Source: an optimization exercise on an open RTL-to-GDS flow (aim: small area). Production flows keep margins and buffers that such runs may drop.
Function was checked by simulation only, so behaviour that the tests miss may differ from the original.
No driver is modelled on the clock port, so clock power and skew are understated where the tree is cut down; a real chip needs a root buffer or a tree.
Power and IR drop assume default switching activity.

Design kfcu, start of the top module:
module kfcu (
    input  wire        clk,
    input  wire        rst,
    input  wire        cmd_valid,
    input  wire [3:0]  cmd_op,
    input  wire [15:0] cmd_arg,
    output wire        cmd_ready,
    output wire        rsp_valid,
    output wire [1:0]  rsp_err,
    output wire [15:0] rsp_data
);
clock: 6.0 ns
lec_check: 0
cap_margin: 20
core_margin: 2
core_utilization: 70
place_density: 0.85
slew_margin: 20
standard.sh (not shown) runs the stock make flow with config.mk's settings and CLKGATE_MAP_FILE= SYNTH_SCRIPT=/design/flow/synth_recipe.tcl, a recipe that flattens the netlist after the stock synthesis.
==> flow/flow/run.sh <==
#!/bin/bash
# Own layout flow: the standard ORFS flow (standard.sh) with
#  - an area-oriented ABC mapping script in synthesis (the rest of the
#    synthesis, and so the registers and their names, is unchanged),
#  - port buffers, and the buffer synthesis puts on the constant output,
#    of the smallest buffer cell (buf_1),
#  - a clock tree of a few clock buffers fed from the clock port, built
#    after CTS in place of its H-tree (the design has 35 registers).
# Each tool run's output goes to its own log file in this folder.
set -euo pipefail
W=$(pwd)
rm -rf "$W/scripts_syn"
cp -r "$FLOW_HOME/scripts" "$W/scripts_syn"
cp "$W/flow/abc.script" "$W/scripts_syn/abc_speed.script"
cat > "$W/own_synth.tcl" <<EOT
set ::env(SCRIPTS_DIR) $W/scripts_syn
set ::env(MIN_BUF_CELL_AND_PORTS) "sky130_fd_sc_hd__buf_1 A X"
source $W/synth_recipe.tcl
EOT
sed "s#SYNTH_SCRIPT=[^ ]*#SYNTH_SCRIPT=$W/own_synth.tcl#" standard.sh > own.sh
grep -q own_synth.tcl own.sh
export BUFFER_PORTS_ARGS="-buffer_cell sky130_fd_sc_hd__buf_1"
export CTS_ARGS="-sink_clustering_enable -repair_clock_nets -dont_use_dummy_load"
export POST_CTS_TCL="$W/flow/clock_buffers.tcl"
export KF_CLKBUF_CELL=${KF_CLKBUF_CELL:-sky130_fd_sc_hd__clkbuf_4}
export KF_CLKBUF_COUNT=${KF_CLKBUF_COUNT:-4}
bash own.sh synth > synth.log 2>&1
bash own.sh floorplan > floorplan.log 2>&1
bash own.sh place > place.log 2>&1
bash own.sh cts > cts.log 2>&1
bash own.sh route > route.log 2>&1
bash own.sh finish > finish.log 2>&1
==> flow/flow/clock_buffers.tcl <==
# Replace the clock tree that CTS built with k clock buffers driven straight
# from the clock port, each driving one band of the register clock pins.
proc kf_clock_buffers { cell k } {
  set block [ord::get_db_block]
  set clk [$block findNet clk]
  set sinks {}
  set tree_insts {}
  set tree_nets {}
  set todo [list $clk]
  while { [llength $todo] } {
    set net [lindex $todo 0]
    set todo [lrange $todo 1 end]
    foreach it [$net getITerms] {
      if { [$it isOutputSignal] } { continue }
      set inst [$it getInst]
      set m [[$inst getMaster] getName]
      if { [string match "sky130_fd_sc_hd__clkbuf_*" $m] || [string match "sky130_fd_sc_hd__clkinv*" $m] || [string match "sky130_fd_sc_hd__buf_*" $m] } {
        lappend tree_insts $inst
        foreach o [$inst getITerms] {
          if { [$o isOutputSignal] && [$o getNet] ne "NULL" } {
            lappend tree_nets [$o getNet]
            lappend todo [$o getNet]
          }
        }
      } else {
        lappend sinks $it
      }
    }
  }
  puts "kf_clock_buffers: [llength $sinks] sinks, removing [llength $tree_insts] tree cells"
  set pts {}
  foreach it $sinks {
    set loc [[$it getInst] getLocation]
    lappend pts [list $it [lindex $loc 0] [lindex $loc 1]]
    $it disconnect
  }
  foreach inst $tree_insts { odb::dbInst_destroy $inst }
  foreach net $tree_nets { odb::dbNet_destroy $net }
  # k groups: sort by y into bands, which suits a small square core
  set pts [lsort -integer -index 2 $pts]
  set n [llength $pts]
  set master [[ord::get_db] findMaster $cell]
  for { set g 0 } { $g < $k } { incr g } {
    set lo [expr {($g * $n) / $k}]
    set hi [expr {(($g + 1) * $n) / $k - 1}]
    set grp [lrange $pts $lo $hi]
    set buf [odb::dbInst_create $block $master clkroot_buf_$g]
    set net [odb::dbNet_create $block clkroot_net_$g]
    $net setSigType CLOCK
    [$buf findITerm A] connect $clk
    [$buf findITerm X] connect $net
    set sx 0; set sy 0
    foreach p $grp {
      [lindex $p 0] connect $net
      set sx [expr {$sx + [lindex $p 1]}]
      set sy [expr {$sy + [lindex $p 2]}]
    }
    set m [llength $grp]
    $buf setLocation [expr {$sx / $m}] [expr {$sy / $m}]
    $buf setPlacementStatus PLACED
  }
}

kf_clock_buffers $::env(KF_CLKBUF_CELL) $::env(KF_CLKBUF_COUNT)
detailed_placement
check_placement -verbose
estimate_parasitics -placement
report_clock_skew
report_check_types -max_slew -max_capacitance
Other scripts of this flow, unchanged in this note and not shown: flow/flow/abc.script
The starting point finished with timing, DRC and antenna clean.
==> next run, changes <==
Settings changed: CAP_MARGIN 20 to 0, CORE_UTILIZATION 70 to 40, GPL_TIMING_DRIVEN from default to 0, PLACE_DENSITY 0.85 to 0.6, SLEW_MARGIN 20 to 0.
What happened:
- wire length goes down by 10%
- total power stays flat
- die area climbs by 69%
- cell count is higher by 9.9%
==> next run, changes <==
Settings changed: CAP_MARGIN 0 to 20, SLEW_MARGIN 0 to 20.
Result: Die area does not change; worst setup slack gets better by 0.058 ns; combinational power stays flat; critical path depth does not change; hold slack gets worse by 0.0040 ns; power stays flat.
==> next run, changes <==
--- a/flow/flow/run.sh
+++ b/flow/flow/run.sh
@@ -24,4 +24,4 @@
 export POST_CTS_TCL="$W/flow/clock_buffers.tcl"
-export KF_CLKBUF_CELL=${KF_CLKBUF_CELL:-sky130_fd_sc_hd__clkbuf_4}
-export KF_CLKBUF_COUNT=${KF_CLKBUF_COUNT:-4}
+export KF_CLKBUF_CELL=sky130_fd_sc_hd__clkbuf_4
+export KF_CLKBUF_COUNT=4
 bash own.sh synth > synth.log 2>&1
Settings changed: CORE_UTILIZATION 40 to 50, GPL_TIMING_DRIVEN 0 to default, PLACE_DENSITY 0.6 to 0.85.
=>
- via count grows by a few percent
- register-to-register slack improved by 0.09 ns
- die area shrinks by about a fifth
- power shrinks slightly
- hold slack got worse by 0.0052 ns
- worst setup slack improved by 0.12 ns
- clock power shrinks by a few percent
- final area stays flat
No run of this note takes its clock network from TritonCTS; it comes from the design's own scripts or RTL.

-- separate check: timing with driven ports --
How much do the figures lean on ideal ports? The routed layouts below were timed once more, with nothing changed but the port constraints. Step 1: set_driving_cell puts a clkbuf_16 on clk and a buf_2 on each other input, an assumption about the parent block. Step 2 moves the port delays by t, midway between the first and last clock arrival at a register: inputs arrive t later, outputs are due t later. That takes back most of the time a late clock gives input paths. Three values: ideal ports, drivers, drivers and shift; two values: the first two.
run	t (ns)	setup WS [ns]	slew at the worst register clock pin (ns)	cell pins on the clock port's net
the first run	0.193	0.423 / 0.442 / 0.249	0.10 / 0.10	4
the second run	0.196	0.471 / 0.484 / 0.289	0.11 / 0.11	4
the third run	0.196	0.529 / 0.545 / 0.349	0.11 / 0.11	4
the fourth run	0.191	0.649 / 0.666 / 0.476	0.10 / 0.10	4
After both steps setup and hold are still met in every run listed. For the second run, which loses most, drivers alone change the setup slack by +0.013 ns; drivers and shift together by -0.182 ns.
